Source: an optimization exercise on an open RTL-to-GDS flow (aim: small area, a short achievable clock period and few clock cycles). Production flows keep margins and buffers that such runs may drop.
Where RTL was checked, it was by simulation tests only, not by an equivalence proof against the original.
Power is estimated from default activity; no workload was simulated.

// codex32_cks
module codex32_cks (
    input  wire        clk,
    input  wire        rst,
    input  wire        cmd_valid,
    output wire        cmd_ready,
    input  wire [15:0] cmd_word,
    input  wire        cmd_empty,
    input  wire        in_valid,
    output wire        in_ready,
    input  wire [7:0]  in_data,
    input  wire        in_last,
    output wire        out_valid,
    input  wire        out_ready,
    output wire [7:0]  out_data,
    output wire        out_last,
    output wire [3:0]  out_status
);
==> flow/config.mk <==
export PLATFORM = sky130hd
export DESIGN_NAME = codex32_cks
export DESIGN_NICKNAME = codex32_cks
export VERILOG_FILES = /design/flow/design.v
export SDC_FILE = /design/flow/constraint.sdc
export NUM_CORES = 4
export LEC_CHECK = 0
export CAP_MARGIN = 20
export CORE_MARGIN = 2
export CORE_UTILIZATION = 70
export SETUP_SLACK_MARGIN = 2.1
export SLEW_MARGIN = 20
==> flow/constraint.sdc <==
create_clock -name core_clock -period 4.0 [get_ports {clk}]
set_input_delay 0.8000 -clock core_clock [delete_from_list [all_inputs] [get_ports {clk}]]
set_output_delay 0.8000 -clock core_clock [all_outputs]
set_load 0.01 [all_outputs]
standard.sh (not shown) runs the stock make flow with config.mk's settings and CLKGATE_MAP_FILE= SYNTH_SCRIPT=/design/flow/synth_recipe.tcl, a recipe that flattens the netlist after the stock synthesis.
==> flow/flow/run.sh <==
#!/bin/bash
# The standard layout, with the port buffers made from buf_4 cells instead of
# the library's smallest buffer (a slow delay cell), so the input and output
# paths are not slowed by them. Synthesis and everything else is unchanged.
set -euo pipefail
export BUFFER_PORTS_ARGS="-buffer_cell sky130_fd_sc_hd__buf_4"
bash standard.sh > standard_flow.log 2>&1
==> next run, changes <==
CORE_UTILIZATION = 80   (was 70)
SETUP_SLACK_MARGIN = 2.0   (was 2.1)
Result: The new run went through all stages and came out clean; combinational power climbs by 4.3%; design area drops by 2.8%; worst setup slack got worse by 0.44 ns; area after synthesis stays the same; core utilization climbs by 9.7 points; wire length climbs by 22%; flip-flop and latch count stays the same; clock-buffer cell count drops by 1.
==> next run, changes <==
CORE_UTILIZATION = 60   (was 80)
Effect:
- The new run passed the timing, DRC and antenna checks
- non-clock buffer count climbs by 8
- setup slack is better by 0.48 ns
- die area climbs by about 32%
- first-iteration DRC count drops by about 54%
- synthesized area does not change
- global-route usage drops by 14 points
- wire length drops by about 23%
- power drops by 6.0%
- final area climbs by 1.1%
==> next run, changes <==
CORE_UTILIZATION = 70   (was 60)
PLACE_DENSITY = 0.75   (was not set)
Outcome: The new run completed with no timing, DRC or antenna violations. Area after synthesis stays the same. Power is higher by 1.2%. Global-route usage is higher by 3.7 points. Sequential cell count does not change.
Function was not checked in any run of this note: the RTL went through the layout flow alone.

========
The RTL this note starts from:
==> flow/design.v <==
module codex32_cks (
    input  wire        clk,
    input  wire        rst,
    input  wire        cmd_valid,
    output wire        cmd_ready,
    input  wire [15:0] cmd_word,
    input  wire        cmd_empty,
    input  wire        in_valid,
    output wire        in_ready,
    input  wire [7:0]  in_data,
    input  wire        in_last,
    output wire        out_valid,
    input  wire        out_ready,
    output wire [7:0]  out_data,
    output wire        out_last,
    output wire [3:0]  out_status
);
    localparam [64:0] GS0 = 65'h19dc500ce73fde210;
    localparam [64:0] GS1 = 65'h1bfae00def77fe529;
    localparam [64:0] GS2 = 65'h1fbd920fffe7bee52;
    localparam [64:0] GS3 = 65'h1739640bdeee3fdad;
    localparam [64:0] GS4 = 65'h07729a039cfc75f5a;
    localparam [64:0] TS  = 65'h10ce0795c2fd1e62a;
    localparam [64:0] IS  = 65'h23181b3;
    localparam [64:0] IAS = 65'h11899c7f0c7127e48;    
    localparam [74:0] GL0 = 75'h3d59d273535ea62d897;
    localparam [74:0] GL1 = 75'h7a9becb6361c6c51507;
    localparam [74:0] GL2 = 75'h543f9b7e6c38d8a2a0e;
    localparam [74:0] GL3 = 75'h0c577eaeccf1990d13c;
    localparam [74:0] GL4 = 75'h1887f74f8dc71b10651;
    localparam [74:0] TL  = 75'h43381e570bf4798ab26;
    localparam [74:0] IL  = 75'h23181b3;
    localparam [74:0] IAL = 75'h6f4b3a330a74687026c;   
    localparam [1:0] OP_PMODS  = 2'd0;
    localparam [1:0] OP_PMODL  = 2'd1;
    localparam [1:0] OP_CKSUM  = 2'd2;
    localparam [1:0] OP_VERIFY = 2'd3;
    reg         cr;           
    reg         sv;           
    reg  [1:0]  s_op;
    reg         s_aug, s_ill, s_emp;
    reg         fr;           
    reg         ir;           
    reg         cur;          
    reg         fin;          
    reg         crd;          
    reg         pre;          
    reg         vok_r;
    reg  [1:0]  st_r;
    reg         efin;         
    reg         pv;           
    reg  [4:0]  psym;
    reg         pbig;         
    reg         plast;
    reg  [4:0]  fsr, flr;     
    reg  [1:0]  op;
    reg         aug;          
    reg         ill;
    reg         bad;
    reg  [6:0]  len;          
    reg  [64:0] res_s;
    reg  [74:0] res_l;
    reg         ov;           
    reg  [4:0]  od;           
    reg         olast;
    reg  [1:0]  ost;
    reg  [3:0]  nx;           
    reg         rlong;        
    reg         rone;         
    wire dec_legal = (cmd_word == 16'h4000) || (cmd_word == 16'h4001) ||
                     (cmd_word == 16'h5000) || (cmd_word == 16'h6000);
    wire [1:0] dec_op = cmd_word[13] ? OP_VERIFY :
                        cmd_word[12] ? OP_CKSUM  :
                        cmd_word[0]  ? OP_PMODL  : OP_PMODS;
    wire cmd_fire = cmd_valid && cr;
    wire start    = sv && fr;                 
    wire in_fire  = in_valid  && ir;
    wire out_fire = ov && out_ready;
    wire pe       = pv && cur;                
    wire [4:0]  slo    = psym & {5{pe & ~aug}};
    wire [4:0]  fs     = fsr;
    wire [4:0]  fl     = flr;
    wire [64:0] step_s = {res_s[59:0], slo}
                       ^ (GS0 & {65{fs[0]}}) ^ (GS1 & {65{fs[1]}}) ^ (GS2 & {65{fs[2]}})
                       ^ (GS3 & {65{fs[3]}}) ^ (GS4 & {65{fs[4]}});
    wire [74:0] step_l = {res_l[69:0], slo}
                       ^ (GL0 & {75{fl[0]}}) ^ (GL1 & {75{fl[1]}}) ^ (GL2 & {75{fl[2]}})
                       ^ (GL3 & {75{fl[3]}}) ^ (GL4 & {75{fl[4]}});
    wire fin_go    = fin && !ov;
    wire fault     = ill | bad;
    wire vok       = !fault && (((len <= 7'd93) && res_s == TS) ||
                                (len[6] && len[5] && res_l == TL));
    wire nbad      = bad | pbig;
    wire k_long    = (op == OP_PMODL) || (aug && (len >= 7'd80));
    wire k_one     = ill || nbad || (op == OP_VERIFY);
    wire e_long    = !ill && (op == OP_PMODL);
    wire e_one     = ill || (op == OP_VERIFY);
    wire [4:0] tgt_l = ({5{nx == 4'd0}} & 5'd16)
                     | ({5{nx == 4'd1}} & 5'd25)
                     | ({5{nx == 4'd2}} & 5'd24)
                     | ({5{nx == 4'd3}} & 5'd3)
                     | ({5{nx == 4'd4}} & 5'd25)
                     | ({5{nx == 4'd5}} & 5'd11)
                     | ({5{nx == 4'd6}} & 5'd16)
                     | ({5{nx == 4'd7}} & 5'd23)
                     | ({5{nx == 4'd8}} & 5'd29)
                     | ({5{nx == 4'd9}} & 5'd3)
                     | ({5{nx == 4'd10}} & 5'd25)
                     | ({5{nx == 4'd11}} & 5'd17)
                     | ({5{nx == 4'd12}} & 5'd10)
                     | ({5{nx == 4'd13}} & 5'd25)
                     | ({5{nx == 4'd14}} & 5'd6);
    wire [4:0] tgt_s = ({5{nx == 4'd0}} & 5'd16)
                     | ({5{nx == 4'd1}} & 5'd25)
                     | ({5{nx == 4'd2}} & 5'd24)
                     | ({5{nx == 4'd3}} & 5'd3)
                     | ({5{nx == 4'd4}} & 5'd25)
                     | ({5{nx == 4'd5}} & 5'd11)
                     | ({5{nx == 4'd6}} & 5'd16)
                     | ({5{nx == 4'd7}} & 5'd23)
                     | ({5{nx == 4'd8}} & 5'd29)
                     | ({5{nx == 4'd9}} & 5'd3)
                     | ({5{nx == 4'd10}} & 5'd25)
                     | ({5{nx == 4'd11}} & 5'd17)
                     | ({5{nx == 4'd12}} & 5'd10);
    wire [4:0] tgt   = rlong ? tgt_l : tgt_s;
    wire [4:0] src_s = fin ? res_s[64:60] : res_s[59:55];
    wire [4:0] src_l = fin ? res_l[74:70] : res_l[69:65];
    wire [4:0] grp   = (rlong ? src_l : src_s) ^ (tgt & {5{aug}});
    wire       nlast = rlong ? (nx == 4'd14) : (nx == 4'd12);
    wire       adv   = out_fire && !olast;       
    wire       r_en  = pe || adv;
    wire       last_pe  = pe && plast;
    wire       ov_next  = fin_go || (ov && !(out_fire && olast));
    wire       early_fr = last_pe && k_one && !ov_next;
    wire       pv_next  = in_fire || (pv && !pe);
    wire       cur_next = (cur && !last_pe) || (start && !s_emp);
    wire       om       = (fin && !rone) || (ov && !olast);
    wire       ld       = fin_go || adv;         
    wire       clr      = nlast || (fin && rone);
    wire [4:0] od_new   = (fin && rone) ? {4'd0, vok_r} : grp;
    wire [4:0] psym_nx  = in_fire ? in_data[4:0] : psym;
    wire       aug_nx   = start ? s_aug : aug;
    wire       olast_nx = ld ? clr : olast;
    wire [4:0] tops_nx  = start ? (s_aug ? IAS[64:60] : IS[64:60]) :
                          r_en  ? step_s[64:60] : res_s[64:60];
    wire [4:0] topl_nx  = start ? (s_aug ? IAL[74:70] : IL[74:70]) :
                          r_en  ? step_l[74:70] : res_l[74:70];
    wire [4:0] top_r    = rlong ? res_l[74:70] : res_s[64:60];
    wire [4:0] sec_r    = rlong ? res_l[69:65] : res_s[59:55];
    assign cmd_ready  = cr;
    assign in_ready   = ir;
    assign out_valid  = ov;
    assign out_data   = {3'b000, od};
    assign out_last   = olast;
    assign out_status = {2'b00, ost};
    always @(posedge clk) begin
        if (start) begin
            res_s <= s_aug ? IAS : IS;
            res_l <= s_aug ? IAL : IL;
        end else if (r_en) begin
            res_s <= step_s;
            res_l <= step_l;
        end
        if (ov_next && !olast_nx) begin
            fsr <= 5'd0;
            flr <= 5'd0;
        end else begin
            fsr <= tops_nx ^ (psym_nx & {5{aug_nx}});
            flr <= topl_nx ^ (psym_nx & {5{aug_nx}});
        end
        if (cmd_fire) begin
            s_op  <= dec_op;
            s_aug <= cmd_word[12];
            s_ill <= !dec_legal;
            s_emp <= cmd_empty;
        end
        if (start) begin
            op  <= s_op;
            aug <= s_aug;
            ill <= s_ill;
            bad <= 1'b0;
            len <= 7'd0;
        end else if (pe) begin
            bad <= nbad;
            if (!(len[6] & len[5]))
                len <= len + 7'd1;
        end
        if (in_fire) begin
            psym  <= in_data[4:0];
            pbig  <= |in_data[7:5];
            plast <= in_last;
        end
        if (last_pe) begin
            rlong <= k_long;
            rone  <= k_one;
        end else if (efin) begin
            rlong <= e_long;
            rone  <= e_one;
        end
        if (pre) begin
            vok_r <= vok;
            st_r  <= ill ? 2'd1 : (bad ? 2'd2 : 2'd0);
        end
        if (fin_go)
            ost <= rone ? st_r : 2'd0;    
        if (ld) begin
            od    <= od_new;
            olast <= clr;
        end
        if (rst) begin
            cr  <= 1'b1;
            sv  <= 1'b0;
            fr  <= 1'b1;
            ir  <= 1'b1;
            cur <= 1'b0;
            fin <= 1'b0;
            crd <= 1'b0;
            efin <= 1'b0;
            pre  <= 1'b0;
            pv  <= 1'b0;
            ov  <= 1'b0;
            nx  <= 4'd0;
        end else begin
            pv  <= pv_next;
            cur <= cur_next;
            ir  <= !pv_next || cur_next;
            efin <= start && s_emp;
            sv   <= (sv && !start) || cmd_fire;
            cr   <= !((sv && !start) || cmd_fire);
            pre <= (last_pe && k_one) || efin;
            fin <= (last_pe && !k_one) || pre || (fin && !fin_go);
            ov  <= ov_next;
            if (early_fr)
                crd <= 1'b1;
            else if (fin_go)
                crd <= 1'b0;
            if (early_fr || (fin_go && rone && !crd) || (adv && nlast))
                fr <= 1'b1;
            else if (start)
                fr <= 1'b0;
            if (ld)
                nx <= clr ? 4'd0 : nx + 4'd1;
        end
    end
endmodule
make LEC_CHECK=0 CAP_MARGIN=20 CORE_MARGIN=2 CORE_UTILIZATION=60 SETUP_SLACK_MARGIN=2.2 SLEW_MARGIN=20 finish   # period 4.0 ns
run.sh (not shown) runs the stock make flow with config.mk's settings and CLKGATE_MAP_FILE= SYNTH_SCRIPT=/design/flow/synth_recipe.tcl, a recipe that flattens the netlist after the stock synthesis.
Stock flow here: none of the scripts above is used.
Testbench counts at the start, summed over its fixed seeds: cycles 29,858.
Edit:
==> flow/flow/run.sh (new file) <==
#!/bin/bash
# The standard layout, with the port buffers made from buf_4 cells instead of
# the library's smallest buffer (a slow delay cell), so the input and output
# paths are not slowed by them. Synthesis and everything else is unchanged.
set -euo pipefail
export BUFFER_PORTS_ARGS="-buffer_cell sky130_fd_sc_hd__buf_4"
bash standard.sh > standard_flow.log 2>&1
==> flow/standard.sh (new file) <==
#!/bin/bash
# synth_recipe.tcl (not shown) runs the flow's synth.tcl, then flattens the netlist and writes it again
# the make line also repeats each setting of config.mk as NAME=value (left out here)
make -C /OpenROAD-flow-scripts/flow DESIGN_CONFIG=/design/flow/config.mk WORK_HOME=/design/flow/orfs CLKGATE_MAP_FILE= SYNTH_SCRIPT=/design/flow/synth_recipe.tcl "${@:-finish}"
removed: flow/run.sh
What happened: Worst hold slack hardly moves; first-iteration DRC count stays flat; area after synthesis does not change; utilization falls by 2.2 points; critical path depth does not change; total power falls slightly.
Edit:
Settings changed: CTS_BUF_LIST set to sky130_fd_sc_hd__clkbuf_8, SETUP_SLACK_MARGIN 2.2 to 2.0.
Effect: Utilization shrinks by 3.6 points; wire length falls by 7.0%; count of clock-buffer cells in the layout rises by 16; die area is unchanged; worst setup slack loses 0.029 ns.
Edit:
Settings changed: CORE_UTILIZATION 60 to 70, CTS_BUF_LIST sky130_fd_sc_hd__clkbuf_8 to unset, SETUP_SLACK_MARGIN 2.0 to 2.1.
What happened:
- power climbs by 1.3%
- routed wire length rose by 2.8%
- synthesized area stays the same
- fmax increases by 3.3%
- combinational power grows by about 3%
- via count goes up by 4.9%
- core utilization came out higher by 13 points
- die area came out lower by 14%
- flip-flop and latch count stays the same
- count of clock-buffer cells in the layout decreases by 12
- global-route usage is higher by 3.5 points
Edit:
==> flow/run.sh (new file) <==
#!/bin/bash
# synth_recipe.tcl (not shown) runs the flow's synth.tcl, then flattens the netlist and writes it again
# the make line also repeats each setting of config.mk as NAME=value (left out here)
make -C /OpenROAD-flow-scripts/flow DESIGN_CONFIG=/design/flow/config.mk WORK_HOME=/design/flow/orfs CLKGATE_MAP_FILE= SYNTH_SCRIPT=/design/flow/synth_recipe.tcl finish
Settings changed: CORE_UTILIZATION 70 to 60, SETUP_SLACK_MARGIN 2.1 to 2.0.
removed: flow/flow/run.sh
removed: flow/standard.sh
Setup slack loses 0.13 ns.
Routed wire length went down slightly.
Hold slack degrades by 0.0033 ns.
Edit:
==> flow/flow/run.sh (new file) <==
#!/bin/bash
# The standard layout, with the port buffers made from buf_4 cells instead of
# the library's smallest buffer (a slow delay cell), so the input and output
# paths are not slowed by them. Synthesis and everything else is unchanged.
set -euo pipefail
export BUFFER_PORTS_ARGS="-buffer_cell sky130_fd_sc_hd__buf_4"
bash standard.sh > standard_flow.log 2>&1
==> flow/standard.sh (new file) <==
#!/bin/bash
# synth_recipe.tcl (not shown) runs the flow's synth.tcl, then flattens the netlist and writes it again
# the make line also repeats each setting of config.mk as NAME=value (left out here)
make -C /OpenROAD-flow-scripts/flow DESIGN_CONFIG=/design/flow/config.mk WORK_HOME=/design/flow/orfs CLKGATE_MAP_FILE= SYNTH_SCRIPT=/design/flow/synth_recipe.tcl "${@:-finish}"
removed: flow/run.sh
Worst setup slack improves by 0.084 ns.
Total power goes down by 1.2%.
Sequential power goes up by about 1%.

[afterwards: timing with drivers on the ports]
In the flow no input, the clock included, has a driving cell. The finished layouts below were timed again as built, in two steps. Step 1 assumes that a clkbuf_16 drives the clock port and a buf_2 every other input. Step 2 times the ports against the registers' clock, not the clock port: input delays grow and output delays shrink by t, the midpoint of the rising clock arrivals with the driver on. a / b / c = no drivers / after step 1 / after step 2; a / b = the first two.
| run | shift t [ns] | setup WS [ns] | worst setup path after step 2 | worst register clock-pin slew, ns |
|---|---|---|---|---|
| the first run of note 1 | 0.552 | 1.988 / 1.988 / 1.601 | input to register | 0.06 / 0.06 |
| the second run of note 1 | 0.561 | 1.543 / 1.543 / 1.543 | register to register | 0.07 / 0.07 |
| the third run of note 1 | 0.549 | 2.026 / 2.026 / 1.603 | input to register | 0.06 / 0.06 |
| the fourth run of note 1 | 0.546 | 1.974 / 1.974 / 1.620 | input to register | 0.06 / 0.06 |
| the first run of note 2 | 0.565 | 2.024 / 2.024 / 1.782 | input to register | 0.06 / 0.06 |
| the second run of note 2 | 0.548 | 2.050 / 2.050 / 1.577 | input to register | 0.06 / 0.06 |
| the third run of note 2 | 0.554 | 2.021 / 1.984 / 1.601 | input to register | 0.07 / 0.07 |
| the fourth run of note 2 | 0.540 | 2.084 / 2.084 / 1.650 | input to register | 0.07 / 0.07 |
| the fifth run of note 2 | 0.537 | 1.959 / 1.959 / 1.569 | input to register | 0.06 / 0.06 |
| the sixth run of note 2 | 0.539 | 2.043 / 2.000 / 1.602 | input to register | 0.07 / 0.07 |
After both steps setup and hold are still met in every run listed. For the second run of note 2, which loses most, drivers alone change the setup slack by 0.000 ns; drivers and shift together by -0.473 ns.
